Background: an optimization exercise with open tools, aiming at small area, a short achievable clock period and few clock cycles. Do not read the settings as production practice.
At most, simulation tests tie the RTL to the original design; equivalence was not proved.
For runs 1 to 4, only the layout was checked, not whether the RTL still works.
Power is estimated from default activity; no workload was simulated.

$ cat config.mk
export PLATFORM = sky130hd
export DESIGN_NAME = rlec_chan_enc
export DESIGN_NICKNAME = rlec_chan_enc
export VERILOG_FILES = /design/flow/design.v
export SDC_FILE = /design/flow/constraint.sdc
export NUM_CORES = 4
export LEC_CHECK = 0
export CAP_MARGIN = 20
export CORE_MARGIN = 2
export CORE_UTILIZATION = 60
export SLEW_MARGIN = 20
$ cat standard.sh
#!/bin/bash
# synth_recipe.tcl (not shown) runs the flow's synth.tcl, then flattens the netlist and writes it again
# the make line also repeats each setting of config.mk as NAME=value (left out here)
make -C /OpenROAD-flow-scripts/flow DESIGN_CONFIG=/design/flow/config.mk WORK_HOME=/design/flow/orfs CLKGATE_MAP_FILE= SYNTH_SCRIPT=/design/flow/synth_recipe.tcl "${@:-finish}"
$ cat flow/run.sh
#!/bin/bash
# The standard layout, with ORFS's timing repair aimed at 6.8 ns of setup
# slack instead of 0 (the clock period and constraints are unchanged).
set -euo pipefail
bash standard.sh synth > synth.log 2>&1
SETUP_SLACK_MARGIN=6.8 bash standard.sh > layout.log 2>&1
$ cat constraint.sdc
create_clock -name core_clock -period 10.0 [get_ports {clk}]
set_input_delay 2.0000 -clock core_clock [delete_from_list [all_inputs] [get_ports {clk}]]
set_output_delay 2.0000 -clock core_clock [all_outputs]
set_load 0.01 [all_outputs]
$ cat design.v
module rlec_chan_enc (
    input  wire        clk,
    input  wire        rst_n,
    input  wire        in_valid,
    output wire        in_ready,
    input  wire [31:0] in_data,
    input  wire        in_last,
    output reg         out_valid,
    input  wire        out_ready,
    output reg  [31:0] out_data,
    output reg  [1:0]  out_kind,
    output reg         out_last
);
    localparam NS = 15;                     
    localparam [1:0] O_IDLE = 2'd0, O_DC = 2'd1, O_TAB = 2'd2, O_RUN = 2'd3;
    function [31:0] norm;
        input [31:0] v;
        norm = (v == 32'h80000000) ? 32'h0 : v;
    endfunction
    function [1:0] cmp31;
        input [30:0] a, b;
        reg [31:0] d, v;
        integer w, i;
        begin
            d = {1'b0, a ^ b};
            v = {1'b0, b};
            for (w = 1; w < 32; w = w * 2)
                for (i = 0; i < 32; i = i + 2 * w) begin
                    v[i] = d[i + w] ? v[i + w] : v[i];
                    d[i] = d[i + w] | d[i];
                end
            cmp31 = {d[0] & v[0], ~d[0]};
        end
    endfunction
    function [1:0] kcmp;
        input [31:0] a, b;
        reg [1:0] m;
        begin
            m = cmp31(a[30:0], b[30:0]);
            case ({a[31], b[31]})
                2'b00: kcmp = {m[1], m[0]};
                2'b01: kcmp = 2'b00;
                2'b10: kcmp = 2'b10;
                default: kcmp = {~m[1] & ~m[0], m[0]};
            endcase
        end
    endfunction
    function [3:0] enc15;
        input [NS-1:0] oh;
        integer e;
        begin
            enc15 = 4'd0;
            for (e = 0; e < NS; e = e + 1)
                if (oh[e]) enc15 = enc15 | e[3:0];
        end
    endfunction
    function [1:0] fa;
        input a, b, c;
        fa = {(a & b) | (a & c) | (b & c), a ^ b ^ c};
    endfunction
    function [3:0] pop15;
        input [4:0] s, c;
        reg [1:0] x0, x1, x2, x3, x4, y0, y1, y2, y3, z0, z1, z2, t0;
        begin
            x0 = {c[0], s[0]};
            x1 = {c[1], s[1]};
            x2 = {c[2], s[2]};
            x3 = {c[3], s[3]};
            x4 = {c[4], s[4]};
            y0 = fa(x0[0], x1[0], x2[0]);      
            y1 = fa(x3[0], x4[0], 1'b0);
            y2 = fa(x0[1], x1[1], x2[1]);      
            y3 = fa(x3[1], x4[1], 1'b0);
            z0 = fa(y0[0], y1[0], 1'b0);       
            z1 = fa(y0[1], y1[1], y2[0]);      
            z2 = fa(y3[0], z0[1], 1'b0);       
            t0 = fa(z1[0], z2[0], 1'b0);
            pop15 = {1'b0, z0[0]} + {t0, 1'b0} +
                    {({1'b0, z1[1]} + {1'b0, z2[1]}) + ({1'b0, y2[1]} + {1'b0, y3[1]}), 2'b00};
        end
    endfunction
    reg [31:0]   val   [0:NS-1];    
    reg [NS-1:0] valid_l;           
    reg [NS-1:0] valid_o;           
    reg [3:0]    cnt   [0:NS-1];    
    reg [3:0]    rank_l[0:NS-1];    
    reg [3:0]    nd_l;              
    reg [4:0]    occ;               
    reg [31:0]   dc_l, dc_o;
    reg [3:0]    run_sl [0:NS-1];   
    reg [3:0]    run_so [0:NS-1];   
    reg [NS-1:0] rconv;             
    reg [14:1]   rst_l;             
    reg [3:0]    lpos;              
    reg [14:0]   lposh;             
    reg [3:0]    ridx;              
    reg [3:0]    prevs;             
    reg          ir;
    reg          bfirst;            
    reg          vR, fR, lR;
    reg  [31:0]  xR;
    wire         in_fire = in_valid & ir;
    assign in_ready = ir;
    reg          l_has;             
    reg          l_done;            
    reg  [1:0]   ophase;
    wire         o_idle = (ophase == O_IDLE);
    reg          cv, cac, clast, cfa, afa, calloc;
    reg [NS-1:0] ceq, cns, clt;
    reg          chit;
    wire [NS-1:0] ch   = chit ? ceq : cns;
    wire [NS-1:0] dupm = chit ? cns : {NS{1'b0}};
    reg [3:0]    cp;                
    reg          dv, dac, dlast;
    reg [NS-1:0] dh, dinc;
    reg [4:0]    dps, dpc;          
    wire l_ready = l_done | (dv & dlast);
    wire hand    = l_has & l_ready & o_idle;
    wire cA      = vR & (~fR | ~l_has | hand);
    wire acA     = vR & ~fR;                  
    reg [NS-1:0] eq, lt, freev, ns;
    reg          hit;
    integer j;
    always @(*) begin
        for (j = 0; j < NS; j = j + 1) begin
            {lt[j], eq[j]} = kcmp(val[j], xR);
            eq[j] = eq[j] & valid_l[j] & ~dupm[j];
            freev[j] = ~valid_l[j] & ~valid_o[j];
        end
        hit = |eq;
        for (j = 0; j < NS; j = j + 1)         
            ns[j] = freev[j] & ~|(freev & ((15'd1 << j) - 15'd1));
    end
    wire [NS-1:0] cwr = (cv & cac) ? ch : {NS{1'b0}};
    reg  [3:0]    cnt_a;
    always @(*) begin
        cnt_a = 4'd0;
        for (j = 0; j < NS; j = j + 1)
            if (eq[j]) cnt_a = cnt_a | (cwr[j] ? cp + 4'd1 : cnt[j] + 4'd1);
        if (~hit) cnt_a = 4'd1;
    end
    wire          alloc = acA & ~hit;
    reg [NS-1:0] inc_c, ahead_c;
    always @(*) begin
        for (j = 0; j < NS; j = j + 1) begin
            inc_c[j]   = valid_l[j] & ~cns[j] & ~ceq[j] &
                         (((cnt[j] == cp) & ~clt[j]) | ((cnt[j] == cp - 4'd1) & clt[j]));
            ahead_c[j] = valid_l[j] & ~cns[j] & ~ceq[j] &
                         ((cnt[j] > cp) | ((cnt[j] == cp) & clt[j]));
        end
    end
    wire [3:0] cslot = enc15(ch);
    wire       same  = (cslot == prevs);
    wire       rnew  = cfa | ~same;           
    wire [3:0] ridx_n = cfa ? 4'd0 : ridx + {3'd0, ~same};
    wire [3:0] lpos_n = cfa ? 4'd0 : lpos + 4'd1;
    wire [14:0] lposh_n = cfa ? 15'd1 : {lposh[13:0], 1'b0};
    wire [3:0] pc = pop15(dps, dpc);
    reg  [4:0] ps_c, pcy_c;
    always @(*) begin
        for (j = 0; j < 5; j = j + 1)
            {pcy_c[j], ps_c[j]} = fa(ahead_c[3*j], ahead_c[3*j+1], ahead_c[3*j+2]);
    end
    reg  [3:0] rank_n [0:NS-1];
    always @(*) begin
        for (j = 0; j < NS; j = j + 1) begin
            rank_n[j] = rank_l[j];
            if (dv & dac) begin
                if (dh[j])        rank_n[j] = pc;
                else if (dinc[j]) rank_n[j] = rank_l[j] + 4'd1;
            end
        end
    end
    reg [3:0]    nd_o, k, nac_o, rpos;
    reg [14:1]   rm;                           
    reg          len1_o;
    wire         can_load = ~out_valid | out_ready;
    reg [NS-1:0] sel;
    reg [31:0]   tabv;
    wire [3:0]   code = run_so[0];
    wire [3:0]   tslot = enc15(sel);
    reg [3:0]    nxt;
    always @(*) begin
        tabv = 32'd0;
        for (j = 0; j < NS; j = j + 1) begin
            sel[j] = valid_o[j] & (rank_l[j] == k);
            if (sel[j]) tabv = tabv | val[j];
        end
        nxt = nac_o;
        for (j = 14; j >= 1; j = j - 1)
            if (rm[j]) nxt = j[3:0];
    end
    reg  [14:1] rm_low;                        
    always @(*)
        for (j = 1; j <= 14; j = j + 1)
            rm_low[j] = rm[j] & ~|(rm & ((14'd1 << (j - 1)) - 14'd1));
    wire [3:0]  rlen   = nxt - rpos;
    wire        rlast  = ~|rm;
    wire        o_load = ~hand & can_load & ~o_idle;
    wire        oload = (hand | o_load) & can_load;
    reg  [34:0] onext;
    always @(*) begin
        if (hand)
            onext = {2'd0, nd_l == 4'd0, dc_l};
        else case (ophase)
            O_DC:    onext = {2'd0, len1_o, dc_o};
            O_TAB:   onext = {2'd1, 1'b0, tabv};
            default: onext = {2'd2, rlast, 12'd0, code, 12'd0, rlen};
        endcase
    end
    wire       vR_n     = in_fire | (vR & ~cA);
    wire       fR_n     = in_fire ? bfirst : fR;
    wire       bfirst_n = in_fire ? in_last : bfirst;
    wire       l_has_n  = (l_has & ~hand) | (cA & fR);
    wire       l_done_n = (l_done | (dv & dlast)) & ~hand;
    wire       l_rdy_n  = l_done_n | (cv & clast);
    wire       o_idle_n = o_idle & ~hand;
    wire       hand_n   = l_has_n & l_rdy_n & o_idle_n;
    wire       commit_n = ~fR_n | ~l_has_n | hand_n;
    wire [4:0] occ_b    = occ + {4'd0, cv & calloc} + {4'd0, acA} + {4'd0, vR_n & ~fR_n};
    wire       ir_n     = (~vR_n | commit_n) & (bfirst_n | (occ_b <= 5'd14));
    wire [4:0] ofree    = (ophase == O_TAB && o_load) ? 5'd1 : 5'd0;
    always @(posedge clk) begin
        if (!rst_n) begin
            ir <= 1'b0; bfirst <= 1'b1; vR <= 1'b0;
            l_has <= 1'b0; l_done <= 1'b0;
            cv <= 1'b0; dv <= 1'b0;
            valid_l <= {NS{1'b0}}; valid_o <= {NS{1'b0}};
            nd_l <= 4'd0; occ <= 5'd0;
            ophase <= O_IDLE;
            out_valid <= 1'b0;
            {out_kind, out_last, out_data} <= 35'd0;
            xR <= 32'd0;
        end else begin
            {out_kind, out_last, out_data} <= {out_kind, out_last, out_data} ^
                ({35{oload}} & (onext ^ {out_kind, out_last, out_data}));
            xR <= xR ^ ({32{in_fire}} & (norm(in_data) ^ xR));
            ir <= ir_n;
            bfirst <= bfirst_n;
            vR <= vR_n;
            l_has  <= l_has_n;
            l_done <= l_done_n;
            cv <= cA;
            dv <= cv;
            if (hand) begin
                valid_l <= {NS{1'b0}};
                nd_l <= 4'd0;
            end else begin
                valid_l <= (valid_l | (acA ? ns : {NS{1'b0}})) & ~dupm;
                if (cv & calloc) nd_l <= nd_l + 4'd1;
            end
            occ <= occ + {4'd0, cv & calloc} - ofree;
            if (out_valid & out_ready) out_valid <= 1'b0;
            if (hand) begin
                valid_o <= valid_l;
                if (can_load) begin
                    out_valid <= 1'b1;
                    ophase    <= (nd_l == 4'd0) ? O_IDLE : O_TAB;
                end else begin
                    ophase    <= O_DC;
                end
            end else if (o_load) begin
                out_valid <= 1'b1;
                case (ophase)
                    O_DC:  ophase <= len1_o ? O_IDLE : O_TAB;
                    O_TAB: begin
                        valid_o <= valid_o & ~sel;
                        if (k + 4'd1 == nd_o) ophase <= O_RUN;
                    end
                    default: if (rlast) ophase <= O_IDLE;
                endcase
            end
        end
    end
    integer q;
    always @(posedge clk) begin
        if (in_fire) begin
            fR <= bfirst;
            lR <= in_last;
        end
        if (cA & fR) dc_l <= xR;
        for (j = 0; j < NS; j = j + 1) begin
            if (acA & ns[j]) val[j] <= xR;
            if (cwr[j]) cnt[j] <= cp;
        end
        if (cA) afa <= fR;             
        cac    <= acA;
        calloc <= alloc;
        clast  <= lR;
        cfa    <= afa;
        ceq    <= eq;
        cns    <= ns;
        chit   <= acA & hit;
        cp     <= cnt_a;
        clt    <= lt;
        dac    <= cac;
        dlast  <= clast;
        dh     <= ch;
        dinc   <= inc_c;
        dps    <= ps_c;
        dpc    <= pcy_c;
        if (cv & cac) begin
            prevs <= cslot;
            ridx  <= ridx_n;
            lpos  <= lpos_n;
            lposh <= lposh_n;
            if (rnew) run_sl[ridx_n] <= cslot;
            rst_l <= cfa ? 14'd0 : rst_l | (lposh_n[14:1] & {14{~same}});
        end
        for (j = 0; j < NS; j = j + 1) rank_l[j] <= rank_n[j];
        if (hand) begin
            for (j = 0; j < NS; j = j + 1) begin
                run_so[j] <= run_sl[j];
            end
            nd_o   <= nd_l;
            nac_o  <= lpos + 4'd1;
            rm     <= rst_l;
            rpos   <= 4'd0;
            len1_o <= (nd_l == 4'd0);
            dc_o   <= dc_l;
            k      <= 4'd0;
            rconv  <= {NS{1'b0}};
        end else if (o_load) begin
            case (ophase)
                O_TAB: begin
                    k        <= k + 4'd1;
                    for (j = 0; j < NS; j = j + 1)
                        if (~rconv[j] & (run_so[j] == tslot)) begin
                            run_so[j] <= k;
                            rconv[j]  <= 1'b1;
                        end
                end
                O_RUN: begin
                    for (q = 0; q < NS - 1; q = q + 1) run_so[q] <= run_so[q+1];
                    rm   <= rm & ~rm_low;
                    rpos <= nxt;
                end
                default: ;
            endcase
        end
    end
endmodule
==> results of run 1 <==
[through the flow]
stage	hold WS [ns]	utilization (%)	total power, mW	cells	instance area (sq um)
finish	0.347	69.5	9.64	6533	66000
global route	0.353	69.4	9.85	6529	66000
CTS	0.349	68.2	9.60	6466	64800
detailed placement	0.335	62.7	5.43	6184	59600
global placement	0.329	62.7	5.43	6184	59600
floorplan	0.323	-	5.28	5048	58100
[power by group]
group | switching, mW | internal (mW)
Combinational | 0.317 | 0.192
Sequential | 0.0337 | 4.86
Clock | 1.82 | 2.41
[critical path, stage by stage (launching register included)]
cell,delay [ns]
dfxtp_1,0.37
buf_12,0.25
inv_2,0.21
maj3_2,0.34
maj3_1,0.35
maj3_1,0.43
mux2i_2,0.38
o21ai_1,0.24
o2bb2ai_1,0.27
mux2i_2,0.34
[state kept, by name, indices dropped and copies added, names as in the netlist, 32 cells and up, named ones only]
name / flops
val: 480
cnt: 60
rank_l: 60
run_sl: 60
run_so: 60
dc_l: 32
dc_o: 32
[layout by cell type, fill, tap and decap left out, types with 160 or more instances in the layout]
master | Yosys | final
nor2_1 | 213 | 190
maj3_1 | 222 | 221
nand2_1 | 362 | 354
o21ai_0 | 255 | 240
xnor2_1 | 354 | 346
xor2_1 | 344 | 340
dfxtp_1 | 236 | 172
a22oi_1 | 176 | 176
edfxtp_1 | 849 | 849
buf_4 | 29 | 160
a21oi_1 | 222 | 202
[cell families (layout without fill, tap and decap cells)]
kind of cell	Yosys count	in the layout	synth area share, %
adders and majority gates	387	387	7.51
xor gates and xnor gates	698	698	10.6
DFF	1085	1085	52.5
buffers and inverters	459	670	3.82
and+or+nand+nor	1310	1315	12.1
AOI/OAI and AO/OA	1023	1023	11.9
muxes	86	86	1.58
other	0	4	0
[worst max path at each step]
stage                                start                endpoint  slack, ns
floorplan                       fR$_DFF_P_     val[1][0]$_DFFE_PP_       5.57
global placement              chit$_DFF_P_  run_sl[6][0]$_DFFE_PP_       5.00
CTS                 ophase[1]$_SDFFE_PN0P_      dc_l[28]$_DFFE_PP_       6.67
global route               rm[8]$_DFFE_PP_                register       6.71
finish                            register          clt[3]$_DFF_P_       6.66
detailed placement            chit$_DFF_P_  run_sl[6][2]$_DFFE_PP_       4.81
[synthesized netlist by cell type (14+ instances only)]
library cell / instances / area (sq um)
ha_1: 117 / 1460
nand2b_1: 89 / 557
nor4_1: 80 / 500
clkbuf_1: 152 / 571
buf_1: 17 / 63.8
or3_1: 17 / 106
mux2i_1: 47 / 470
a31oi_1: 15 / 93.8
and3_1: 26 / 163
maj3_2: 37 / 417
a222oi_1: 34 / 340
buf_2: 68 / 340
xor2_1: 344 / 3010
maj3_1: 222 / 2220
a211oi_1: 18 / 135
nor3_1: 36 / 180
o2111ai_1: 18 / 158
o21ai_0: 255 / 1280
nand3_1: 135 / 676
o22ai_1: 18 / 113
edfxtp_1: 849 / 25500
a22o_1: 20 / 175
a21oi_1: 222 / 1110
buf_6: 37 / 417
a21boi_0: 30 / 225
buf_4: 29 / 218
and2_1: 31 / 194
nor2b_1: 92 / 576
xnor2_1: 354 / 3100
nand2_1: 362 / 1360
inv_1: 140 / 526
dfxtp_1: 236 / 4720
nand4b_1: 14 / 123
o211ai_1: 41 / 308
nand4_1: 120 / 751
nor2_1: 213 / 800
a221oi_1: 47 / 412
a22oi_1: 176 / 1320
mux2_2: 37 / 417
a21o_1: 14 / 105
[area by class of cell]
class                           instances  area (sq um)
Timing Repair Buffer                  299          3040
Clock buffer                          154          3200
Timing Repair inverter                  2          20.0
Multi-Input combinational cell       3509         26600
Fill cell                            7018         29000
Antenna cell                            4          10.0
Sequential cell                      1085         30300
Clock inverter                         60           483
Tap cell                             1265          1580
Inverter                              155           666
[routing by layer]
metal	up-vias	wire, microns
met3	571	20900
met5	-	0
li1	19000	-
met1	21400	76100
met2	2791	84600
met4	0	12400
[timing repair]
| item | CTS | global route |
|---|---|---|
| buffers inserted | 61 | 54 |
| pin swaps | 29 | 33 |
| hold buffers | 0 | 0 |
| cloned | 7 | 9 |
| resized for setup | 391 | 158 |
| endpoints found under the setup margin | 502 | 327 |
==> results.py, run 1 <==
metrics = {
    "drt": {
        "routed_via_density": 6.70,
        "drt_first_pass_iters": 7,
        "drcViolationCount": 0,
        "finalWirelength_mm": 194,
        "drtIter0Drc": 6657,
        "wl_per_cell_microns": 29.7,
        "num_vias": 43800,
        "ant_nets": 0,
    },
    "power": {
        "leakage_nw": 22.4,
        "power.density_mw_per_mm2": 146,
        "vdd_drop_max_mv": 0.171,
    },
    "critical_path": {
        "worst_setup_path_end_kind": "register",
        "start_kind": "register",
        "path_max_fanout": 37,
        "reg2reg_slack_ns": 6.66,
        "ff2ff_path_depth": 9,
        "criticalPathCategory": "reg -> reg",
        "crit_arrival_ns": 3.94,
        "rr_endpoint": "clt[3]$_DFF_P_",
        "required_ns": 10.61,
    },
    "timing": {
        "fin_crit_sh_pct": 33.4,
        "worst_pin_slew_ns": 1.03,
        "worst_slack_ns": 6.66,
        "max_freq_ghz": 0.299,
        "slew_viol_final": 0,
        "fin_setup_tns_ns": 0,
        "fin_crit_ns": 3.34,
        "hold_violations": 0,
        "setup_viol": 0,
        "rsz0062_at_grt": "yes",
        "slew_headroom_pct": 31.3,
        "finalClockSkew_ns": 0.0202,
    },
    "hold_path": {
        "min-delay-start": "afa$_DFFE_PP_",
        "hold_class": "reg -> reg",
        "min_to": "cfa$_DFF_P_",
        "worstHoldPathCells": 0,
    },
    "yosys": {
        "async_flop_share_pct": 0,
        "synth_area_per_cell_sq_um": 11.4,
        "synth_edf_count": 849,
        "synthDistinctLibCells": 108,
        "syn_inst": 5048,
        "synthFlopType": "edfxtp_1",
        "synthesis.area_sq_mm": 0.0575,
        "yosys_warnings": 6,
        "syn-num-nets": 5213,
        "ys_ff_latch": 1085,
        "yosysSeqAreaShare_pct": 52.5,
    },
    "clock_network": {
        "clk_pin_slew_ns": 0.06,
        "clock-sinks": 1085,
        "cts_made_buffers": 113,
        "clock_latency_ns": 0.72,
        "cts_tree": "built",
        "cts_root_buffer": "clkbuf_16",
        "clockBufferDepth": 3,
        "htreeDepth": 3,
    },
    "placed_design": {
        "gp_congestion": 0.960,
        "pre_cts_slack_ns": 4.81,
        "io_buffers": 73,
        "dp_hpwl_mm": 124,
    },
    "cells_and_area": {
        "drive_gt1_share_pct": 15.9,
        "synthToLayoutAreaGrowth_pct": 14.7,
        "nets": 5330,
    },
    "global_routing": {
        "grt_max_degree": 89,
        "antenna_found_initial": 3,
        "grt_busiest_layer": "met2",
        "grt.total_usage_pct": 38.3,
        "grt_pass1_wl_mm": 277,
        "use_met1_pct": 53.3,
        "met2_usage_pct": 57.5,
        "grt_overflow": 0,
        "met3_usage_pct": 6.37,
        "grt_pass1_vias": 41100,
    },
    "die": {
        "start_util_pct": 60.6,
        "fp.dieArea_sq_mm": 0.0984,
        "rows": 113,
        "core_sq_mm": 0.0950,
        "dieHeight_microns": 314,
        "io_pins": 74,
        "die_x_microns": 314,
    },
    "flow_run": {
        "drv_cap": 0,
    },
    "run_status": {
        "outcome": "complete, no violations",
    },
}
==> run 2, diff against run 1 <==
--- a/design.v
+++ b/design.v
@@ -12,7 +12,7 @@
     output reg         out_last
 );
     localparam NS = 15;                     
-    localparam [1:0] O_IDLE = 2'd0, O_DC = 2'd1, O_TAB = 2'd2, O_RUN = 2'd3;
+    localparam [1:0] O_IDLE = 2'd0, O_TAB = 2'd2, O_RUN = 2'd3;
     function [31:0] norm;
         input [31:0] v;
         norm = (v == 32'h80000000) ? 32'h0 : v;
@@ -86,7 +86,7 @@
     reg [3:0]    rank_l[0:NS-1];    
     reg [3:0]    nd_l;              
     reg [4:0]    occ;               
-    reg [31:0]   dc_l, dc_o;
+    reg [31:0]   dc_l;
     reg [3:0]    run_sl [0:NS-1];   
     reg [3:0]    run_so [0:NS-1];   
     reg [NS-1:0] rconv;             
@@ -115,7 +115,8 @@
     reg [NS-1:0] dh, dinc;
     reg [4:0]    dps, dpc;          
     wire l_ready = l_done | (dv & dlast);
-    wire hand    = l_has & l_ready & o_idle;
+    wire can_load = ~out_valid | out_ready;
+    wire hand    = l_has & l_ready & o_idle & can_load;
     wire cA      = vR & (~fR | ~l_has | hand);
     wire acA     = vR & ~fR;                  
     reg [NS-1:0] eq, lt, freev, ns;
@@ -173,8 +174,6 @@
     end
     reg [3:0]    nd_o, k, nac_o, rpos;
     reg [14:1]   rm;                           
-    reg          len1_o;
-    wire         can_load = ~out_valid | out_ready;
     reg [NS-1:0] sel;
     reg [31:0]   tabv;
     wire [3:0]   code = run_so[0];
@@ -197,13 +196,12 @@
     wire [3:0]  rlen   = nxt - rpos;
     wire        rlast  = ~|rm;
     wire        o_load = ~hand & can_load & ~o_idle;
-    wire        oload = (hand | o_load) & can_load;
+    wire        oload = hand | o_load;
     reg  [34:0] onext;
     always @(*) begin
         if (hand)
             onext = {2'd0, nd_l == 4'd0, dc_l};
         else case (ophase)
-            O_DC:    onext = {2'd0, len1_o, dc_o};
             O_TAB:   onext = {2'd1, 1'b0, tabv};
             default: onext = {2'd2, rlast, 12'd0, code, 12'd0, rlen};
         endcase
@@ -215,7 +213,7 @@
     wire       l_done_n = (l_done | (dv & dlast)) & ~hand;
     wire       l_rdy_n  = l_done_n | (cv & clast);
     wire       o_idle_n = o_idle & ~hand;
-    wire       hand_n   = l_has_n & l_rdy_n & o_idle_n;
+    wire       hand_n   = l_has_n & l_rdy_n & o_idle_n & can_load;
     wire       commit_n = ~fR_n | ~l_has_n | hand_n;
     wire [4:0] occ_b    = occ + {4'd0, cv & calloc} + {4'd0, acA} + {4'd0, vR_n & ~fR_n};
     wire       ir_n     = (~vR_n | commit_n) & (bfirst_n | (occ_b <= 5'd14));
@@ -253,16 +251,11 @@
             if (out_valid & out_ready) out_valid <= 1'b0;
             if (hand) begin
                 valid_o <= valid_l;
-                if (can_load) begin
-                    out_valid <= 1'b1;
-                    ophase    <= (nd_l == 4'd0) ? O_IDLE : O_TAB;
-                end else begin
-                    ophase    <= O_DC;
-                end
+                out_valid <= 1'b1;
+                ophase    <= (nd_l == 4'd0) ? O_IDLE : O_TAB;
             end else if (o_load) begin
                 out_valid <= 1'b1;
                 case (ophase)
-                    O_DC:  ophase <= len1_o ? O_IDLE : O_TAB;
                     O_TAB: begin
                         valid_o <= valid_o & ~sel;
                         if (k + 4'd1 == nd_o) ophase <= O_RUN;
@@ -316,8 +309,6 @@
             nac_o  <= lpos + 4'd1;
             rm     <= rst_l;
             rpos   <= 4'd0;
-            len1_o <= (nd_l == 4'd0);
-            dc_o   <= dc_l;
             k      <= 4'd0;
             rconv  <= {NS{1'b0}};
         end else if (o_load) begin
==> run 2 against run 1 <==
Compared with the run above:
- global-route usage rose by 2.4 points
- cell area fell by 0.10%
- total power rose by 1.0%
- non-clock buffer count rose by 91
- count of clock-buffer cells in the layout fell by 9
- critical endpoint is now run_sl[4][3]$_DFFE_PP_
- highest routed layer is now met5
==> results.py, run 2 <==
metrics = {
    "flow_run": {
        "drv_cap": 0,
    },
    "critical_path": {
        "rr_endpoint": "run_sl[4][3]$_DFFE_PP_",
        "reg2reg_slack_ns": 6.49,
        "startpoint": "chit$_DFF_P_",
        "path_max_fanout": 8,
        "ff2ff_path_depth": 14,
        "worst_setup_path_end_kind": "register",
        "required_ns": 10.41,
        "r2r_start": "chit$_DFF_P_",
        "setup.worst_path.end": "run_sl[4][3]$_DFFE_PP_",
        "start_kind": "register",
        "criticalPathCategory": "reg -> reg",
        "crit_arrival_ns": 3.92,
    },
    "placed_design": {
        "io_buffers": 73,
        "gp_congestion": 0.951,
        "dp_hpwl_mm": 123,
        "pre_cts_slack_ns": 4.17,
        "dpl_cell_area_sq_mm": 0.0580,
        "dp.cells": 6083,
    },
    "drt": {
        "drcViolationCount": 0,
        "ant_nets": 0,
        "routed_via_density": 6.78,
        "finalWirelength_mm": 199,
        "wl_per_cell_microns": 30.6,
        "drtIter0Drc": 6590,
        "num_vias": 44100,
        "drt_first_pass_iters": 7,
    },
    "clock_network": {
        "ctsHoldBuffers": 0,
        "clockBufferDepth": 3,
        "clock-sinks": 1052,
        "cts_made_buffers": 111,
        "clk_pin_slew_ns": 0.06,
        "cts_tree": "built",
        "cts_root_buffer": "clkbuf_16",
        "htreeDepth": 3,
        "clock_latency_ns": 0.72,
    },
    "global_routing": {
        "grt_overflow": 0,
        "antenna_found_initial": 6,
        "grt_max_degree": 71,
        "grt_pass1_wl_mm": 280,
        "grt_pass1_vias": 41300,
        "grt.total_usage_pct": 40.6,
    },
    "power": {
        "switching_share_pct": 23.2,
        "p_seq_share_pct": 48.7,
        "p_clk_share_pct": 44.3,
        "power.density_mw_per_mm2": 148,
        "power.internal_mw": 7.48,
        "pwr-share-comb_pct": 6.9,
        "leakage_nw": 23.5,
        "switching_power_mw": 2.25,
        "vdd_drop_max_mv": 0.191,
    },
    "timing": {
        "fin_crit_sh_pct": 35.1,
        "slew_viol_final": 0,
        "fin_setup_tns_ns": 0,
        "setup_viol": 0,
        "max_freq_ghz": 0.285,
        "finalClockSkew_ns": 0.0255,
        "hold_ws_ns": 0.346,
        "hold_violations": 0,
        "worst_pin_slew_ns": 1.06,
        "worst_slack_ns": 6.49,
        "fin_crit_ns": 3.51,
        "slew_headroom_pct": 28.5,
        "rsz0062_at_grt": "yes",
    },
    "cells_and_area": {
        "regMostFlops": "val",
        "largest_reg_flops": 480,
        "stdcell_area_sq_mm": 0.0659,
        "final_cell_mix": "816 x edfxtp_1, 440 x xor2_1, 404 x nand2_1",
        "nFillCells": 6504,
        "synthToLayoutAreaGrowth_pct": 18.7,
        "nets": 5388,
        "stdcell_count": 6508,
        "layout_commonest_cell": "edfxtp_1",
        "drive_gt1_share_pct": 17.4,
    },
    "yosys": {
        "ys_ff_latch": 1052,
        "async_flop_share_pct": 0,
        "synth_most_common_cell": "edfxtp_1",
        "synthDistinctLibCells": 86,
        "syn_inst": 5022,
        "synth_area_leader_cell": "edfxtp_1",
        "ys_top_cells_by_area": "edfxtp_1 44%, dfxtp_1 8.5%, xor2_1 7.0%",
        "synthTopCellsByCount": "816 x edfxtp_1, 444 x xor2_1, 412 x nand2_1, 257 x xnor2_1, 256 x maj3_1",
        "yosysSeqAreaShare_pct": 52.6,
        "synth_top_area_share_pct": 44.1,
        "yosys_warnings": 6,
        "synthFlopType": "edfxtp_1",
        "synth_area_per_cell_sq_um": 11.1,
        "synthesis.area_sq_mm": 0.0556,
        "syn-num-nets": 5183,
        "synth_edf_count": 816,
    },
    "die": {
        "io_pins": 74,
        "dieHeight_microns": 308,
        "fp.dieArea_sq_mm": 0.0950,
        "core_sq_mm": 0.0917,
        "start_util_pct": 60.6,
        "rows": 111,
        "die_x_microns": 308,
    },
    "run_status": {
        "outcome": "complete, no violations",
    },
    "hold_path": {
        "hold_class": "reg -> reg",
        "worstHoldPathCells": 0,
    },
}
## run 2: changes by cell type after synthesis, sizes merged, moves of 22 or more
| cell | delta |
|---|---|
| edfxtp | -33 |
| nor3 | +22 |
| nand2b | -38 |
| clkbuf | +67 |
| a222oi | -25 |
| a21oi | +25 |
| nand2 | +50 |
| xnor2 | -97 |
| nand4 | -26 |
| a22o | +22 |
| xor2 | +100 |
| buf | -64 |
| a21boi | -28 |
## run 2: worst min path at each step
| stage | startpoint | to | slack [ns] |
|---|---|---|---|
| floorplan | afa$_DFFE_PP_ | cfa$_DFF_P_ | 0.32 |
| global placement | afa$_DFFE_PP_ | cfa$_DFF_P_ | 0.32 |
| detailed placement | lR$_DFFE_PP_ | clast$_DFF_P_ | 0.33 |
| CTS | lR$_DFFE_PP_ | clast$_DFF_P_ | 0.35 |
| global route | cac$_DFF_P_ | dac$_DFF_P_ | 0.35 |
| finish | lR$_DFFE_PP_ | clast$_DFF_P_ | 0.35 |
## run 2: layout make-up
type                       instances  area, sq um  area share, %
timing repair inverter             4         37.5         0.0569
tap                             1186         1480           2.25
clock inverter                    62          656          0.995
sequential                      1052        29400           44.6
timing repair buffer             390         4180           6.35
antenna                            1         2.50        0.00380
clock buffer                     145         3100           4.70
multi-input combinational       3496        26300           39.9
inverter                         172          724           1.10
## run 2: repair_timing
| action | 4_1_cts | 5_1_grt |
|---|---|---|
| hold endpoints to repair | 0 | 0 |
| buffers inserted | 104 | 80 |
| resized for setup | 542 | 113 |
| pin swaps | 46 | 51 |
| setup endpoints to repair | 639 | 383 |
| cloned | 20 | 13 |
## run 2: through the flow
| stage | utilization, % | power [mW] |
|---|---|---|
| floorplan | - | 5.18 |
| CTS | 70.4 | 9.67 |
| global route | 71.9 | 9.94 |
| finish | 71.9 | 9.73 |
| global placement | 63.3 | 5.37 |
| detailed placement | 63.3 | 5.38 |
## run 2: routing by layer
metal	track usage, %	share of wire (%)	wire length, microns
met1	54.1	37	74500
met2	60.9	43	86600
met3	9.60	12	24100
met4	23.6	7.1	14100
met5	0	0.037	74
## run 2: kinds of logic after synthesis
logic type | count (synthesis) | synth area share, %
mux | 93 | 1.75
compound gates | 1016 | 11.9
simple gates | 1301 | 11.7
buf+inv | 479 | 3.36
fa+ha+maj | 380 | 7.55
xor+xnor | 701 | 11.1
flops | 1052 | 52.6
## run 2: critical path: stages (launching register included)
cell and delay, ns:
dfxtp_4 0.39, buf_6 0.12, buf_16 0.13, mux2_4 0.35, nor2_4 0.09, nand4_1 0.18, buf_6 0.19, xor2_1 0.14
or4_4 0.56, ha_4 0.20, ha_4 0.17, xnor2_4 0.14, nor2_4 0.19, o21ai_4 0.15, nor2_4 0.20
## run 2: power groups by stage
stage	Combinational, mW	Clock, mW	Sequential, mW
6_report	0.675	4.31	4.75
5_1_grt	0.702	4.49	4.74
4_1_cts	0.609	4.31	4.74
3_5_place_dp	0.528	0	4.85
3_3_place_gp	0.522	0	4.85
2_1_floorplan	0.340	0	4.84
==> run 3, diff against run 2 <==
--- a/design.v
+++ b/design.v
@@ -152,7 +152,6 @@
     end
     wire [3:0] cslot = enc15(ch);
     wire       same  = (cslot == prevs);
-    wire       rnew  = cfa | ~same;           
     wire [3:0] ridx_n = cfa ? 4'd0 : ridx + {3'd0, ~same};
     wire [3:0] lpos_n = cfa ? 4'd0 : lpos + 4'd1;
     wire [14:0] lposh_n = cfa ? 15'd1 : {lposh[13:0], 1'b0};
@@ -297,7 +296,7 @@
             ridx  <= ridx_n;
             lpos  <= lpos_n;
             lposh <= lposh_n;
-            if (rnew) run_sl[ridx_n] <= cslot;
+            run_sl[cfa ? 4'd0 : ridx + 4'd1] <= cslot;
             rst_l <= cfa ? 14'd0 : rst_l | (lposh_n[14:1] & {14{~same}});
         end
         for (j = 0; j < NS; j = j + 1) rank_l[j] <= rank_n[j];
==> run 3 against run 2 <==
Compared with the run above:
- still clean on timing, DRC and antenna
- register-to-register slack better by 0.18 ns
- synthesized cell count increased by 0.28%
- flip-flop and latch count is the same
- area after synthesis grew 0.55%
- first-iteration DRC count is 1.4% lower
- total power shrank 0.97%
- critical path depth decreased by 6
- sequential share of layout area rose by 0.42 points
- utilization fell by 0.89 points
- worst setup slack better by 0.18 ns
- maximum frequency rose by 5.4%
- critical path type unchanged
- largest cell class unchanged
==> results.py, run 3 <==
metrics = {
    "die": {
        "core_sq_mm": 0.0919,
        "die_x_microns": 309,
        "rows": 111,
        "dieHeight_microns": 309,
        "fp.dieArea_sq_mm": 0.0956,
        "start_util_pct": 60.8,
        "io_pins": 74,
    },
    "cells_and_area": {
        "multiInputGateArea_sq_mm": 0.0261,
        "layout_commonest_cell": "edfxtp_1",
        "nFillCells": 6777,
        "final_cell_mix": "816 x edfxtp_1, 479 x xor2_1, 380 x nand2_1",
        "register_area_sq_mm": 0.0294,
        "nets": 5347,
        "drive_gt1_share_pct": 15.7,
        "largest_reg_flops": 480,
        "regMostFlops": "val",
        "stdcell_area_sq_mm": 0.0653,
        "synthToLayoutAreaGrowth_pct": 16.9,
    },
    "critical_path": {
        "criticalPathCategory": "reg -> reg",
        "worst_setup_path_end_kind": "register",
        "crit_arrival_ns": 3.92,
        "path_max_fanout": 41,
        "required_ns": 10.59,
        "start_kind": "register",
    },
    "yosys": {
        "synthesis.area_sq_mm": 0.0559,
        "syn_inst": 5036,
        "synth_area_per_cell_sq_um": 11.1,
        "synthTopCellsByCount": "816 x edfxtp_1, 482 x xor2_1, 390 x nand2_1, 281 x a21oi_1, 236 x dfxtp_1",
        "ys_top_cells_by_area": "edfxtp_1 44%, dfxtp_1 8.5%, xor2_1 7.6%",
        "yosysSeqAreaShare_pct": 52.3,
        "synth_top_area_share_pct": 43.9,
        "synth_area_leader_cell": "edfxtp_1",
        "synthFlopType": "edfxtp_1",
        "synthDistinctLibCells": 98,
        "async_flop_share_pct": 0,
        "synth_edf_count": 816,
        "syn-num-nets": 5198,
        "yosys_warnings": 6,
        "ys_ff_latch": 1052,
        "synth_most_common_cell": "edfxtp_1",
    },
    "global_routing": {
        "grt_overflow": 0,
        "grt.total_usage_pct": 40.9,
        "grt_pass1_wl_mm": 283,
        "grt_max_degree": 61,
        "grt_pass1_vias": 41600,
        "antenna_found_initial": 6,
    },
    "clock_network": {
        "clk_pin_slew_ns": 0.06,
        "clockBufferDepth": 3,
        "clock_latency_ns": 0.72,
        "ctsHoldBuffers": 0,
        "cts_made_buffers": 111,
        "htreeDepth": 3,
        "cts_root_buffer": "clkbuf_16",
        "cts_tree": "built",
        "clock-sinks": 1052,
    },
    "timing": {
        "rsz0062_at_grt": "yes",
        "setup_viol": 0,
        "fin_crit_ns": 3.33,
        "max_freq_ghz": 0.300,
        "worst_slack_ns": 6.67,
        "hold_ws_ns": 0.356,
        "finalClockSkew_ns": 0.0327,
        "slew_viol_final": 0,
        "fin_setup_tns_ns": 0,
        "worst_pin_slew_ns": 1.07,
        "fin_crit_sh_pct": 33.3,
        "hold_violations": 0,
        "slew_headroom_pct": 28.5,
    },
    "power": {
        "p_seq_share_pct": 49.2,
        "switching_share_pct": 23.4,
        "power.internal_mw": 7.38,
        "power.density_mw_per_mm2": 148,
        "total_power_mw": 9.64,
        "leakage_nw": 23.5,
        "pwr-share-comb_pct": 7.1,
        "switching_power_mw": 2.26,
        "p_clk_share_pct": 43.7,
        "vdd_drop_max_mv": 0.161,
    },
    "drt": {
        "drt_first_pass_iters": 6,
        "num_vias": 44000,
        "drcViolationCount": 0,
        "wl_per_cell_microns": 31.0,
        "drtIter0Drc": 6497,
        "ant_nets": 0,
        "routed_via_density": 6.74,
        "finalWirelength_mm": 202,
    },
    "hold_path": {
        "min-delay-start": "clast$_DFF_P_",
        "hold_class": "reg -> reg",
    },
    "flow_run": {
        "drv_cap": 0,
    },
    "run_status": {
        "outcome": "complete, no violations",
    },
    "placed_design": {
        "io_buffers": 73,
        "pre_cts_slack_ns": 3.99,
        "dpl_cell_area_sq_mm": 0.0580,
        "dp_hpwl_mm": 125,
        "gp_congestion": 0.972,
    },
}
## run 3: changes by cell type after synthesis, sizes merged, moves of 15 or more
| cell | previous run | this run |
|---|---|---|
| mux2i | 59 | 44 |
| clkbuf | 220 | 168 |
| o21ai | 247 | 218 |
| o22ai | 37 | 54 |
| buf | 87 | 129 |
| maj3 | 256 | 231 |
| xnor2 | 257 | 218 |
| a22oi | 181 | 164 |
| nand2 | 412 | 391 |
| a21oi | 248 | 281 |
| xor2 | 444 | 482 |
## run 3: worst max-delay path, cell delays in order, from the launching register on
cell      delay [ns]
dfxtp_1         0.32
buf_6           0.33
xor2_1          0.12
nor3_1          0.38
nand2_1         0.53
a221oi_1        0.72
a31oi_4         0.19
nor3b_1         0.28
a211o_1         0.29
## run 3: cells by family (layout without fill, tap and decap cells)
logic type                 count (synthesis)  after routing  synth area share, %
and+or+nand+nor                         1313           1319                 12.1
other                                      0              7                    0
buffers and inverters                    487            728                 3.78
xor gates and xnor gates                 700            700                 11.0
adders and majority gates                356            356                 7.11
DFF                                     1052           1052                 52.3
AOI/OAI and AO/OA                       1052           1052                 12.3
muxes                                     76             76                 1.43
## run 3: final cells by class
| type | instances | share of cell area [%] |
|---|---|---|
| flip-flops and latches | 1052 | 45.0 |
| multi-input cells | 3503 | 39.9 |
| repair buffers | 326 | 5.76 |
| clock buffers | 149 | 4.84 |
| well taps | 1243 | 2.38 |
| inverters | 188 | 1.23 |
| clock inverters | 62 | 0.801 |
| repair inverters | 3 | 0.0402 |
| diodes | 7 | 0.0268 |
## run 3: per-stage QoR
step	utilization, %	instances
after floorplan	-	5036
after global placement	63.1	6171
after detailed placement	63.1	6172
after CTS	69.8	6473
after global routing	71.0	6526
final	71.0	6533
## run 3: per-layer routing
metal	GRT usage, %	vias to the layer above	part of all wire, %
met5	0	-	0.0054
met4	26.2	2	7.7
met3	9.62	715	12
met2	62.2	2936	44
met1	52.8	21500	37
li1	-	18900	-
## run 3: path summary, 6_finish.rpt
path	to	cells past startpoint	slack, ns
worst max-delay path	clt[6]$_DFF_P_	8	6.67
worst min-delay path	dlast$_DFF_P_	0	0.36
worst max register to register	clt[6]$_DFF_P_	8	6.67
worst min register to register	dlast$_DFF_P_	0	0.36
## run 3: timing repair
item                                    4_1_cts  5_1_grt
gates cloned                                 16       15
setup buffers                                74       38
gates resized for setup                     517      119
endpoints found under the setup margin      520      261
pin swaps                                    24       20
## run 3: power groups by stage
stage	logic [mW]	clock network (mW)	registers (mW)
after floorplan	0.352	0	4.84
after CTS	0.637	4.22	4.74
after global placement	0.556	0	4.84
final	0.688	4.21	4.74
after detailed placement	0.563	0	4.84
after global routing	0.713	4.39	4.74
==> run 4, diff against run 3 <==
--- a/design.v
+++ b/design.v
@@ -152,6 +152,7 @@
     end
     wire [3:0] cslot = enc15(ch);
     wire       same  = (cslot == prevs);
+    wire       rnew  = cfa | ~same;           
     wire [3:0] ridx_n = cfa ? 4'd0 : ridx + {3'd0, ~same};
     wire [3:0] lpos_n = cfa ? 4'd0 : lpos + 4'd1;
     wire [14:0] lposh_n = cfa ? 15'd1 : {lposh[13:0], 1'b0};
@@ -296,7 +297,7 @@
             ridx  <= ridx_n;
             lpos  <= lpos_n;
             lposh <= lposh_n;
-            run_sl[cfa ? 4'd0 : ridx + 4'd1] <= cslot;
+            if (rnew) run_sl[ridx_n] <= cslot;
             rst_l <= cfa ? 14'd0 : rst_l | (lposh_n[14:1] & {14{~same}});
         end
         for (j = 0; j < NS; j = j + 1) rank_l[j] <= rank_n[j];
==> flow/run.sh (replaced) <==
#!/bin/bash
# The standard layout, with ORFS's timing repair aimed at 6.6 ns of setup
# slack instead of 0 (the clock period and constraints are unchanged).
set -euo pipefail
bash standard.sh synth > synth.log 2>&1
SETUP_SLACK_MARGIN=6.6 bash standard.sh > layout.log 2>&1
==> run 4 against run 3 <==
Compared with the run above:
- clock skew shrank 0.0049 ns
- maximum frequency shrank 6.2%
- via count decreased by 1.8%
- clock power barely moved
- die area fell by 0.54%
- worst setup slack got worse by 0.22 ns
- hold slack got worse by 0.0030 ns
- critical path depth grew 5
- global-route usage fell by 0.42 points
- cell area fell by 1.6%
- synthesized cell count fell by 0.28%
- critical path type unchanged
- largest power group unchanged
==> results.py, run 4 <==
metrics = {
    "critical_path": {
        "worst_setup_path_end_kind": "register",
        "criticalPathCategory": "reg -> reg",
        "required_ns": 10.59,
        "path_max_fanout": 4,
        "start_kind": "register",
        "crit_arrival_ns": 4.14,
    },
    "power": {
        "vdd_drop_max_mv": 0.162,
        "total_power_mw": 9.61,
        "leakage_nw": 22.7,
        "power.density_mw_per_mm2": 150,
    },
    "placed_design": {
        "dpl_cell_area_sq_mm": 0.0580,
        "io_buffers": 73,
        "dp_hpwl_mm": 124,
        "pre_cts_slack_ns": 4.11,
        "gp_congestion": 0.948,
        "dp.cells": 6091,
    },
    "yosys": {
        "ys_top_cells_by_area": "edfxtp_1 44%, dfxtp_1 8.5%, xor2_1 7.0%",
        "yosys_warnings": 6,
        "synth_area_leader_cell": "edfxtp_1",
        "synthTopCellsByCount": "816 x edfxtp_1, 444 x xor2_1, 412 x nand2_1, 257 x xnor2_1, 256 x maj3_1",
        "synth_edf_count": 816,
        "synthFlopType": "edfxtp_1",
        "yosysSeqAreaShare_pct": 52.6,
        "synthDistinctLibCells": 86,
        "synth_most_common_cell": "edfxtp_1",
        "synth_area_per_cell_sq_um": 11.1,
        "syn-num-nets": 5183,
        "synth_top_area_share_pct": 44.1,
        "syn_inst": 5022,
        "synthesis.area_sq_mm": 0.0556,
        "async_flop_share_pct": 0,
        "ys_ff_latch": 1052,
    },
    "global_routing": {
        "grt_max_degree": 80,
        "antenna_found_initial": 5,
        "grt_busiest_layer": "met2",
        "met3_usage_pct": 10.2,
        "met2_usage_pct": 60.7,
        "grt_pass1_wl_mm": 279,
        "grt_pass1_vias": 41300,
        "grt.total_usage_pct": 40.5,
        "grt_overflow": 0,
        "use_met1_pct": 53.5,
    },
    "timing": {
        "worst_slack_ns": 6.45,
        "slew_headroom_pct": 25.7,
        "hold_violations": 0,
        "slew_viol_final": 0,
        "hold_ws_ns": 0.353,
        "worst_pin_slew_ns": 1.10,
        "fin_crit_sh_pct": 35.5,
        "fin_crit_ns": 3.55,
        "max_freq_ghz": 0.282,
        "fin_setup_tns_ns": 0,
        "setup_viol": 0,
        "rsz0062_at_grt": "yes",
        "finalClockSkew_ns": 0.0277,
    },
    "clock_network": {
        "cts_root_buffer": "clkbuf_16",
        "clockBufferDepth": 3,
        "cts_tree": "built",
        "htreeDepth": 3,
        "cts_made_buffers": 111,
        "clk_pin_slew_ns": 0.06,
        "clock-sinks": 1052,
        "clock_latency_ns": 0.73,
        "ctsHoldBuffers": 0,
    },
    "cells_and_area": {
        "final_cell_mix": "816 x edfxtp_1, 441 x xor2_1, 403 x nand2_1",
        "drive_gt1_share_pct": 13.7,
        "stdcell_count": 6426,
        "layout_commonest_cell": "edfxtp_1",
        "nets": 5301,
        "largest_reg_flops": 480,
        "synthToLayoutAreaGrowth_pct": 15.7,
        "regMostFlops": "val",
        "stdcell_area_sq_mm": 0.0643,
        "final_core_util_pct": 70.1,
    },
    "run_status": {
        "outcome": "complete, no violations",
    },
    "drt": {
        "wl_per_cell_microns": 30.2,
        "routed_via_density": 6.73,
        "num_vias": 43200,
        "drt_first_pass_iters": 10,
        "drtIter0Drc": 6268,
        "finalWirelength_mm": 194,
        "drcViolationCount": 0,
        "ant_nets": 0,
    },
    "die": {
        "fp.dieArea_sq_mm": 0.0950,
        "start_util_pct": 60.6,
        "die_x_microns": 308,
        "core_sq_mm": 0.0917,
        "dieHeight_microns": 308,
        "rows": 111,
        "io_pins": 74,
    },
    "hold_path": {
        "hold_class": "reg -> reg",
    },
    "flow_run": {
        "drv_cap": 0,
    },
}
[run 4: cell types whose count changed after synthesis, sizes merged, moves of 21 or more]
cell    delta
o21ai     +29
xor2      -38
buf       -42
xnor2     +39
a21oi     -33
clkbuf    +52
maj3      +25
nand2     +21
[run 4: cell type report]
type / instances / area (sq um)
antenna: 2 / 5.00
timing repair inverter: 6 / 41.3
clock inverter: 55 / 576
sequential: 1052 / 29300
clock buffer: 156 / 3140
multi-input combinational: 3495 / 25900
tap: 1186 / 1480
fill: 6723 / 27400
inverter: 172 / 707
timing repair buffer: 302 / 3070
[run 4: kinds of logic (layout without fill, tap and decap cells)]
group	after synthesis	in the layout	synth area share (%)
other	0	2	0
buffers and inverters	479	691	3.36
AOI/OAI and AO/OA	1016	1016	11.9
xor gates and xnor gates	701	701	11.1
DFF	1052	1052	52.6
adders and majority gates	380	380	7.55
muxes	93	93	1.75
and+or+nand+nor	1301	1305	11.7
[run 4: final timing paths]
path | start | slack [ns] | cells past startpoint | endpoint
worst max-delay path | register | 6.45 | 13 | cp[0]$_SDFF_PN1_
worst min-delay path | lR$_DFFE_PP_ | 0.35 | 0 | clast$_DFF_P_
worst max register to register | register | 6.45 | 13 | cp[0]$_SDFF_PN1_
worst min register to register | lR$_DFFE_PP_ | 0.35 | 0 | clast$_DFF_P_
[run 4: repair_timing]
item | in CTS | in global routing
endpoints found under the hold margin | 0 | 0
pin swaps | 36 | 16
gates resized for setup | 321 | 74
buffers inserted | 89 | 13
cloned | 18 | 2
setup endpoints to repair | 621 | 265
[run 4: where the power goes]
| group | internal, mW | leakage [nW] | switching, mW |
|---|---|---|---|
| logic | 0.229 | 11.2 | 0.402 |
| registers | 4.71 | 9.74 | 0.0326 |
| clock network | 2.43 | 1.83 | 1.81 |
| total | 7.37 | 22.7 | 2.24 |
[run 4: critical path: stages, from the launching register on]
cell and delay, ns:
dfxtp_2 0.35, buf_12 0.14, buf_4 0.16, xor2_1 0.16
nor4_1 0.53, nand2_1 0.40, nor2_1 0.30, nand2_1 0.23
inv_1 0.23, nor4_1 0.09, nand4b_1 0.11, nor4_1 0.07
buf_4 0.18, or4_1 0.46
[run 4: layer usage]
layer | wire [microns] | share of wire, %
met1 | 73600 | 38
met2 | 84400 | 43
met3 | 22900 | 12
met4 | 13300 | 6.9
met5 | 13 | 0.0067
==> run 5, diff against run 4 <==
--- a/design.v
+++ b/design.v
@@ -105,12 +105,14 @@
     reg          l_done;            
     reg  [1:0]   ophase;
     wire         o_idle = (ophase == O_IDLE);
-    reg          cv, cac, clast, cfa, afa, calloc;
+    reg          cv, cac, clast, cfa, afa;
     reg [NS-1:0] ceq, cns, clt;
     reg          chit;
     wire [NS-1:0] ch   = chit ? ceq : cns;
     wire [NS-1:0] dupm = chit ? cns : {NS{1'b0}};
-    reg [3:0]    cp;                
+    wire          calloc = cac & ~chit;                  
+    wire [3:0]    cp     = {cpart[3:1], cpart[0] | ~chit};   
+    reg [3:0]    cpart;             
     reg          dv, dac, dlast;
     reg [NS-1:0] dh, dinc;
     reg [4:0]    dps, dpc;          
@@ -138,7 +140,6 @@
         cnt_a = 4'd0;
         for (j = 0; j < NS; j = j + 1)
             if (eq[j]) cnt_a = cnt_a | (cwr[j] ? cp + 4'd1 : cnt[j] + 4'd1);
-        if (~hit) cnt_a = 4'd1;
     end
     wire          alloc = acA & ~hit;
     reg [NS-1:0] inc_c, ahead_c;
@@ -152,7 +153,6 @@
     end
     wire [3:0] cslot = enc15(ch);
     wire       same  = (cslot == prevs);
-    wire       rnew  = cfa | ~same;           
     wire [3:0] ridx_n = cfa ? 4'd0 : ridx + {3'd0, ~same};
     wire [3:0] lpos_n = cfa ? 4'd0 : lpos + 4'd1;
     wire [14:0] lposh_n = cfa ? 15'd1 : {lposh[13:0], 1'b0};
@@ -278,13 +278,12 @@
         end
         if (cA) afa <= fR;             
         cac    <= acA;
-        calloc <= alloc;
         clast  <= lR;
         cfa    <= afa;
         ceq    <= eq;
         cns    <= ns;
         chit   <= acA & hit;
-        cp     <= cnt_a;
+        cpart  <= cnt_a;
         clt    <= lt;
         dac    <= cac;
         dlast  <= clast;
@@ -297,7 +296,7 @@
             ridx  <= ridx_n;
             lpos  <= lpos_n;
             lposh <= lposh_n;
-            if (rnew) run_sl[ridx_n] <= cslot;
+            run_sl[cfa ? 4'd0 : ridx + 4'd1] <= cslot;
             rst_l <= cfa ? 14'd0 : rst_l | (lposh_n[14:1] & {14{~same}});
         end
         for (j = 0; j < NS; j = j + 1) rank_l[j] <= rank_n[j];
==> flow/run.sh (replaced) <==
#!/bin/bash
# The standard layout, with ORFS's timing repair aimed at 6.8 ns of setup
# slack instead of 0 (the clock period and constraints are unchanged).
set -euo pipefail
bash standard.sh synth > synth.log 2>&1
SETUP_SLACK_MARGIN=6.8 bash standard.sh > layout.log 2>&1
--- a/config.mk
+++ b/config.mk
@@ -8,4 +8,5 @@
 export CAP_MARGIN = 20
 export CORE_MARGIN = 2
 export CORE_UTILIZATION = 60
+export PLACE_DENSITY = 0.75
 export SLEW_MARGIN = 20
==> run 5 against run 4 <==
Compared with the run above:
- still clean on timing, DRC and antenna
- final cell count rose by 1.8%
- count of clock-buffer cells in the layout fell by 1
- sequential share of layout area fell by 0.58 points
- register-to-register slack improved by 0.27 ns
- worst setup slack improved by 0.27 ns
- largest power group unchanged
==> results.py, run 5 <==
metrics = {
    "run_status": {
        "outcome": "complete, no violations",
    },
    "cells_and_area": {
        "drive_gt1_share_pct": 15.0,
        "nets": 5347,
        "regMostFlops": "val",
        "final_core_util_pct": 70.0,
        "layout_commonest_cell": "edfxtp_1",
        "largest_reg_flops": 480,
        "final_cell_mix": "816 x edfxtp_1, 385 x xor2_1, 336 x nand2_1",
        "stdcell_area_sq_mm": 0.0651,
        "synthToLayoutAreaGrowth_pct": 16.0,
    },
    "clock_network": {
        "clock_latency_ns": 0.71,
        "htreeDepth": 3,
        "clk_pin_slew_ns": 0.07,
        "clock-sinks": 1051,
        "cts_made_buffers": 110,
        "cts_root_buffer": "clkbuf_16",
        "clockBufferDepth": 3,
        "cts_tree": "built",
    },
    "yosys": {
        "synth_edf_count": 816,
        "synthFlopType": "edfxtp_1",
        "synthDistinctLibCells": 93,
        "yosysSeqAreaShare_pct": 52.1,
        "ys_ff_latch": 1051,
        "ys_top_cells_by_area": "edfxtp_1 44%, dfxtp_1 8.4%, xor2_1 6.1%",
        "synth_top_area_share_pct": 43.7,
        "yosys_warnings": 6,
        "synthTopCellsByCount": "816 x edfxtp_1, 390 x xor2_1, 353 x nand2_1, 317 x a21oi_1, 307 x xnor2_1",
        "synth_area_per_cell_sq_um": 11.0,
        "async_flop_share_pct": 0,
        "syn_inst": 5082,
        "synthesis.area_sq_mm": 0.0561,
        "synth_most_common_cell": "edfxtp_1",
        "syn-num-nets": 5244,
        "synth_area_leader_cell": "edfxtp_1",
    },
    "critical_path": {
        "ff2ff_path_depth": 9,
        "path_max_fanout": 40,
        "reg2reg_slack_ns": 6.72,
        "criticalPathCategory": "reg -> reg",
        "start_kind": "register",
        "required_ns": 10.65,
        "crit_arrival_ns": 3.93,
        "rr_endpoint": "cpart[3]$_DFF_P_",
        "worst_setup_path_end_kind": "register",
        "setup.worst_path.end": "cpart[3]$_DFF_P_",
    },
    "placed_design": {
        "gp_congestion": 1.05,
        "dp_hpwl_mm": 122,
        "dpl_cell_area_sq_mm": 0.0583,
        "io_buffers": 73,
    },
    "power": {
        "leakage_nw": 23.4,
        "power.density_mw_per_mm2": 148,
        "total_power_mw": 9.61,
        "vdd_drop_max_mv": 0.174,
    },
    "timing": {
        "fin_crit_sh_pct": 32.8,
        "slew_headroom_pct": 30.8,
        "setup_viol": 0,
        "fin_crit_ns": 3.28,
        "hold_violations": 0,
        "fin_setup_tns_ns": 0,
        "hold_ws_ns": 0.352,
        "finalClockSkew_ns": 0.0314,
        "rsz0062_at_grt": "yes",
        "slew_viol_final": 0,
        "max_freq_ghz": 0.305,
        "worst_pin_slew_ns": 1.04,
    },
    "drt": {
        "routed_via_density": 6.79,
        "drtIter0Drc": 6950,
        "num_vias": 44400,
        "drt_first_pass_iters": 7,
        "met2RoutedLength_mm": 83.3,
        "wl_met3_mm": 26.2,
        "ant_nets": 0,
        "wl_per_cell_microns": 30.0,
        "finalWirelength_mm": 196,
        "maxUsedRoutingLayer": "met5",
        "drcViolationCount": 0,
        "route.layer.met1.wl_mm": 70.6,
    },
    "die": {
        "die_x_microns": 310,
        "core_sq_mm": 0.0930,
        "start_util_pct": 60.3,
        "io_pins": 74,
        "rows": 112,
        "dieHeight_microns": 310,
        "fp.dieArea_sq_mm": 0.0960,
    },
    "global_routing": {
        "grt_max_degree": 95,
        "grt_overflow": 0,
        "antenna_found_initial": 10,
        "grt_pass1_wl_mm": 281,
        "grt.total_usage_pct": 40.3,
        "grt_pass1_vias": 41700,
    },
    "flow_run": {
        "drv_cap": 0,
    },
    "hold_path": {
        "hold_class": "reg -> reg",
    },
}
## run 5: repair_timing
action / in CTS / in global routing
buffers inserted: 59 / 33
setup endpoints to repair: 587 / 446
hold buffers: 0 / 0
cloned: 20 / 1
resized for setup: 463 / 120
pin swaps: 23 / 22
## run 5: through the flow
stage / cells / worst slack (ns)
after floorplan: 5082 / 5.54
after global placement: 6214 / 4.03
after detailed placement: 6214 / 4.00
after CTS: 6499 / 6.74
after global routing: 6534 / 6.75
final: 6542 / 6.72
## run 5: how the worst min path moves through the flow
| stage | start | to | slack [ns] | cells past startpoint |
|---|---|---|---|---|
| 3_5_place_dp | lR$_DFFE_PP_ | clast$_DFF_P_ | 0.34 | 0 |
| 5_1_grt | lR$_DFFE_PP_ | clast$_DFF_P_ | 0.37 | 0 |
| 6_report | lR$_DFFE_PP_ | clast$_DFF_P_ | 0.35 | 0 |
| 3_3_place_gp | lR$_DFFE_PP_ | clast$_DFF_P_ | 0.33 | 0 |
| 2_1_floorplan | afa$_DFFE_PP_ | cfa$_DFF_P_ | 0.32 | 0 |
| 4_1_cts | lR$_DFFE_PP_ | clast$_DFF_P_ | 0.35 | 0 |
## run 5: kinds of logic (layout without fill, tap and decap cells)
group           after synthesis  in the layout  share of synthesized area, %
fa+ha+maj                   355            355                          7.07
buf+inv                     482            675                          3.69
flops                      1051           1051                          52.1
simple gates               1377           1381                          12.5
other cells                   0              9                             0
xor+xnor                    697            697                          10.9
compound gates             1034           1034                          12.2
mux                          86             86                          1.61
## run 5: cell type report
class,count,area [sq um]
Timing Repair Buffer,289,3300
Timing Repair inverter,2,17.5
Sequential cell,1051,29300
Tap cell,1254,1570
Clock buffer,155,3170
Multi-Input combinational cell,3553,26300
Clock inverter,51,642
Antenna cell,9,22.5
Inverter,178,739
Fill cell,6620,27900
## run 5: critical path, stage by stage, from the launching register on
cell and delay [ns]:
dfxtp_2 0.35, buf_6 0.35, xnor2_1 0.18, nand4_1 0.36, nor2_2 0.48, nand4_1 0.22
or4b_1 0.76, a211oi_1 0.31, a221oi_1 0.08, nand4_1 0.10
## run 5: report_power, final
part	internal (mW)	total (mW)	switching, mW
registers	4.69	4.72	0.0233
logic	0.194	0.537	0.343
clock network	2.59	4.36	1.77
total	7.47	9.61	2.14
## run 5: per-layer routing
layer | vias up | global-route usage [%]
met2 | 3239 | 58.3
met4 | 4 | 27.6
met1 | 21500 | 52.5
met3 | 732 | 11.7
li1 | 19000 | -
met5 | - | 0
Testbench counts of run 5, summed over its fixed seeds: cycles 10,409.
==> run 6, diff against run 5 <==
--- a/config.mk
+++ b/config.mk
@@ -8,5 +8,6 @@
 export CAP_MARGIN = 20
 export CORE_MARGIN = 2
 export CORE_UTILIZATION = 60
-export PLACE_DENSITY = 0.75
+export CTS_CLUSTER_DIAMETER = 100
+export CTS_CLUSTER_SIZE = 25
 export SLEW_MARGIN = 20
==> run 6 against run 5 <==
Compared with the run above:
- still clean
- maximum frequency decreased by 1.6%
- cell area is 2.8% lower
- worst setup slack lost 0.053 ns
- critical path type unchanged
- critical endpoint unchanged
==> results.py, run 6 <==
metrics = {
    "run_status": {
        "outcome": "complete, no violations",
    },
    "yosys": {
        "synthTopCellsByCount": "816 x edfxtp_1, 390 x xor2_1, 353 x nand2_1, 317 x a21oi_1, 307 x xnor2_1",
        "async_flop_share_pct": 0,
        "synthDistinctLibCells": 93,
        "syn_inst": 5082,
        "yosysSeqAreaShare_pct": 52.1,
        "synth_top_area_share_pct": 43.7,
        "synth_area_per_cell_sq_um": 11.0,
        "ys_ff_latch": 1051,
        "synth_most_common_cell": "edfxtp_1",
        "synthesis.area_sq_mm": 0.0561,
        "synth_edf_count": 816,
        "yosys_warnings": 6,
        "ys_top_cells_by_area": "edfxtp_1 44%, dfxtp_1 8.4%, xor2_1 6.1%",
        "synth_area_leader_cell": "edfxtp_1",
        "synthFlopType": "edfxtp_1",
        "syn-num-nets": 5244,
    },
    "placed_design": {
        "dp.cells": 6219,
        "gp_congestion": 0.979,
        "io_buffers": 73,
        "dp_hpwl_mm": 127,
    },
    "die": {
        "die_x_microns": 310,
        "io_pins": 74,
        "fp.dieArea_sq_mm": 0.0960,
        "start_util_pct": 60.3,
        "rows": 112,
        "core_sq_mm": 0.0930,
        "dieHeight_microns": 310,
    },
    "clock_network": {
        "clockBufferDepth": 3,
        "htreeDepth": 2,
        "clock-sinks": 1051,
        "clk_pin_slew_ns": 0.09,
        "ctsHoldBuffers": 0,
        "cts_root_buffer": "clkbuf_16",
        "clock_latency_ns": 0.72,
        "cts_made_buffers": 49,
        "cts_tree": "built",
    },
    "critical_path": {
        "required_ns": 10.64,
        "rr_endpoint": "cpart[3]$_DFF_P_",
        "start_kind": "register",
        "worst_setup_path_end_kind": "register",
        "slowest_stage": "nor4_1",
        "path_max_fanout": 36,
        "setup.worst_path.end": "cpart[3]$_DFF_P_",
        "path_cells": "buf_4 > xor2_1 > nor4_1 > and4_1 > nand4_1 > inv_1 > a22oi_1 > o2111a_1 > nand4_1",
        "reg2reg_slack_ns": 6.67,
        "cpMostUsedCell": "nand4_1",
        "slowest_delay_ns": 0.96,
        "cp_top_family": "simple AND/OR/NAND/NOR gates",
        "crit_arrival_ns": 3.97,
        "crit_buf_inv": 2,
        "crit_cells": 9,
        "criticalPathCategory": "reg -> reg",
        "ff2ff_path_depth": 9,
    },
    "timing": {
        "max_freq_ghz": 0.300,
        "fin_crit_ns": 3.33,
        "fin_crit_sh_pct": 33.3,
        "worst_pin_slew_ns": 1.17,
        "finalClockSkew_ns": 0.0393,
        "fin_setup_tns_ns": 0,
        "setup_viol": 0,
        "rsz0062_at_grt": "yes",
        "slew_viol_final": 0,
        "hold_violations": 0,
        "slew_headroom_pct": 21.6,
    },
    "cells_and_area": {
        "final_cell_mix": "816 x edfxtp_1, 389 x xor2_1, 335 x nand2_1",
        "drive_gt1_share_pct": 14.1,
        "synthToLayoutAreaGrowth_pct": 12.8,
        "regMostFlops": "val",
        "largest_reg_flops": 480,
        "stdcell_count": 6453,
        "nets": 5321,
        "layout_commonest_cell": "edfxtp_1",
        "nFillCells": 7049,
    },
    "global_routing": {
        "grt_max_degree": 65,
        "grt_overflow": 0,
        "grt_pass1_wl_mm": 281,
        "grt.total_usage_pct": 40.5,
        "antenna_found_initial": 6,
        "grt_pass1_vias": 40800,
    },
    "drt": {
        "wl_per_cell_microns": 31.3,
        "finalWirelength_mm": 202,
        "num_vias": 44000,
        "drcViolationCount": 0,
        "drt_first_pass_iters": 6,
        "drtIter0Drc": 6439,
        "routed_via_density": 6.82,
        "ant_nets": 0,
    },
    "power": {
        "vdd_drop_max_mv": 0.164,
        "power.density_mw_per_mm2": 122,
        "leakage_nw": 22.6,
    },
    "flow_run": {
        "drv_cap": 0,
    },
    "hold_path": {
        "hold_class": "reg -> reg",
    },
}
==> run 6: changes by cell type in the layout (fill, tap and decap cells not counted), sizes merged, moves of 2 or more <==
cell	previous run	this run
buf	239	268
bufinv	15	0
clkinv	33	7
clkinvlp	14	11
bufbuf	13	6
and2	37	35
diode	9	2
clkbuf	157	97
==> run 6: per-layer routing <==
metal,track usage (%),routed length [microns],vias up
met4,26.2,15700,2
met2,60.0,87200,2929
met5,0.152,16,-
met3,8.52,23500,577
met1,54.2,75700,21700
li1,-,-,18800
==> run 6: cell families (layout without fill, tap and decap cells) <==
| kind of cell | count (synthesis) | after routing | share of synthesized area (%) |
|---|---|---|---|
| simple gates | 1377 | 1380 | 12.5 |
| compound gates | 1034 | 1034 | 12.2 |
| xor+xnor | 697 | 697 | 10.9 |
| buf+inv | 482 | 594 | 3.69 |
| flops | 1051 | 1051 | 52.1 |
| mux | 86 | 86 | 1.61 |
| other cells | 0 | 2 | 0 |
| fa+ha+maj | 355 | 355 | 7.07 |
==> run 6: layout make-up <==
type | instances | area (sq um) | area share [%]
diodes | 2 | 5.00 | 0.00791
well taps | 1254 | 1570 | 2.48
inverters | 178 | 769 | 1.22
multi-input cells | 3552 | 26400 | 41.7
repair buffers | 324 | 3700 | 5.84
clock buffers | 83 | 1400 | 2.21
repair inverters | 3 | 31.3 | 0.0494
clock inverters | 6 | 65.1 | 0.103
flip-flops and latches | 1051 | 29300 | 46.4
==> run 6: timing repair <==
item                       CTS  global route
gates cloned                14            17
setup endpoints to repair  570           368
buffers inserted            59            53
gates resized for setup    433           174
pin swaps                   21            27
==> run 6: worst min path at each step <==
stage / startpoint / endpoint / slack, ns / depth (start not counted)
4_1_cts: cac$_DFF_P_ / dac$_DFF_P_ / 0.36 / 0
3_3_place_gp: afa$_DFFE_PP_ / cfa$_DFF_P_ / 0.33 / 0
2_1_floorplan: afa$_DFFE_PP_ / cfa$_DFF_P_ / 0.32 / 0
6_report: cac$_DFF_P_ / dac$_DFF_P_ / 0.37 / 0
5_1_grt: cac$_DFF_P_ / dac$_DFF_P_ / 0.38 / 0
3_5_place_dp: afa$_DFFE_PP_ / cfa$_DFF_P_ / 0.34 / 0
==> run 6: through the flow <==
step	power, mW	hold slack, ns	setup WS (ns)	cell area, sq um	utilization [%]
6_report	7.71	0.369	6.67	63300	68.0
5_1_grt	7.86	0.382	6.72	63300	68.0
4_1_cts	7.65	0.357	6.71	61700	66.3
3_5_place_dp	5.28	0.336	4.56	58300	62.7
3_3_place_gp	5.27	0.328	4.58	58300	62.7
2_1_floorplan	5.11	0.323	5.54	56700	-
==> run 6: power by group <==
| group | total (mW) | leakage [nW] | switching, mW | internal [mW] |
|---|---|---|---|---|
| clock network | 2.43 | 0.699 | 1.46 | 0.977 |
| registers | 4.71 | 9.88 | 0.0255 | 4.69 |
| logic | 0.561 | 12.0 | 0.353 | 0.208 |

static timing again, ports no longer ideal:
How much do the figures lean on ideal ports? The routed layouts below were timed once more, with nothing changed but the port constraints. Step 1 sets driving cells, clkbuf_16 on the clock port and buf_2 on the other inputs (assumed; they add their load-dependent delay and slew). Step 2, shift: input delay + t, output delay - t, t = (earliest + latest rising clock arrival at the registers) / 2. This alone moves slack from input paths to output paths. a / b / c = no drivers / after step 1 / after step 2; a / b = the first two.
run | t, ns | slack for setup (ns)
run 1 | 0.788 | 6.660 / 6.660 / 6.094
run 2 | 0.786 | 6.489 / 6.489 / 6.070
run 3 | 0.776 | 6.670 / 6.670 / 6.088
run 4 | 0.798 | 6.451 / 6.451 / 5.867
run 5 | 0.773 | 6.723 / 6.670 / 6.022
run 6 | 0.774 | 6.670 / 6.635 / 6.048
After both steps setup and hold are still met in every run listed.
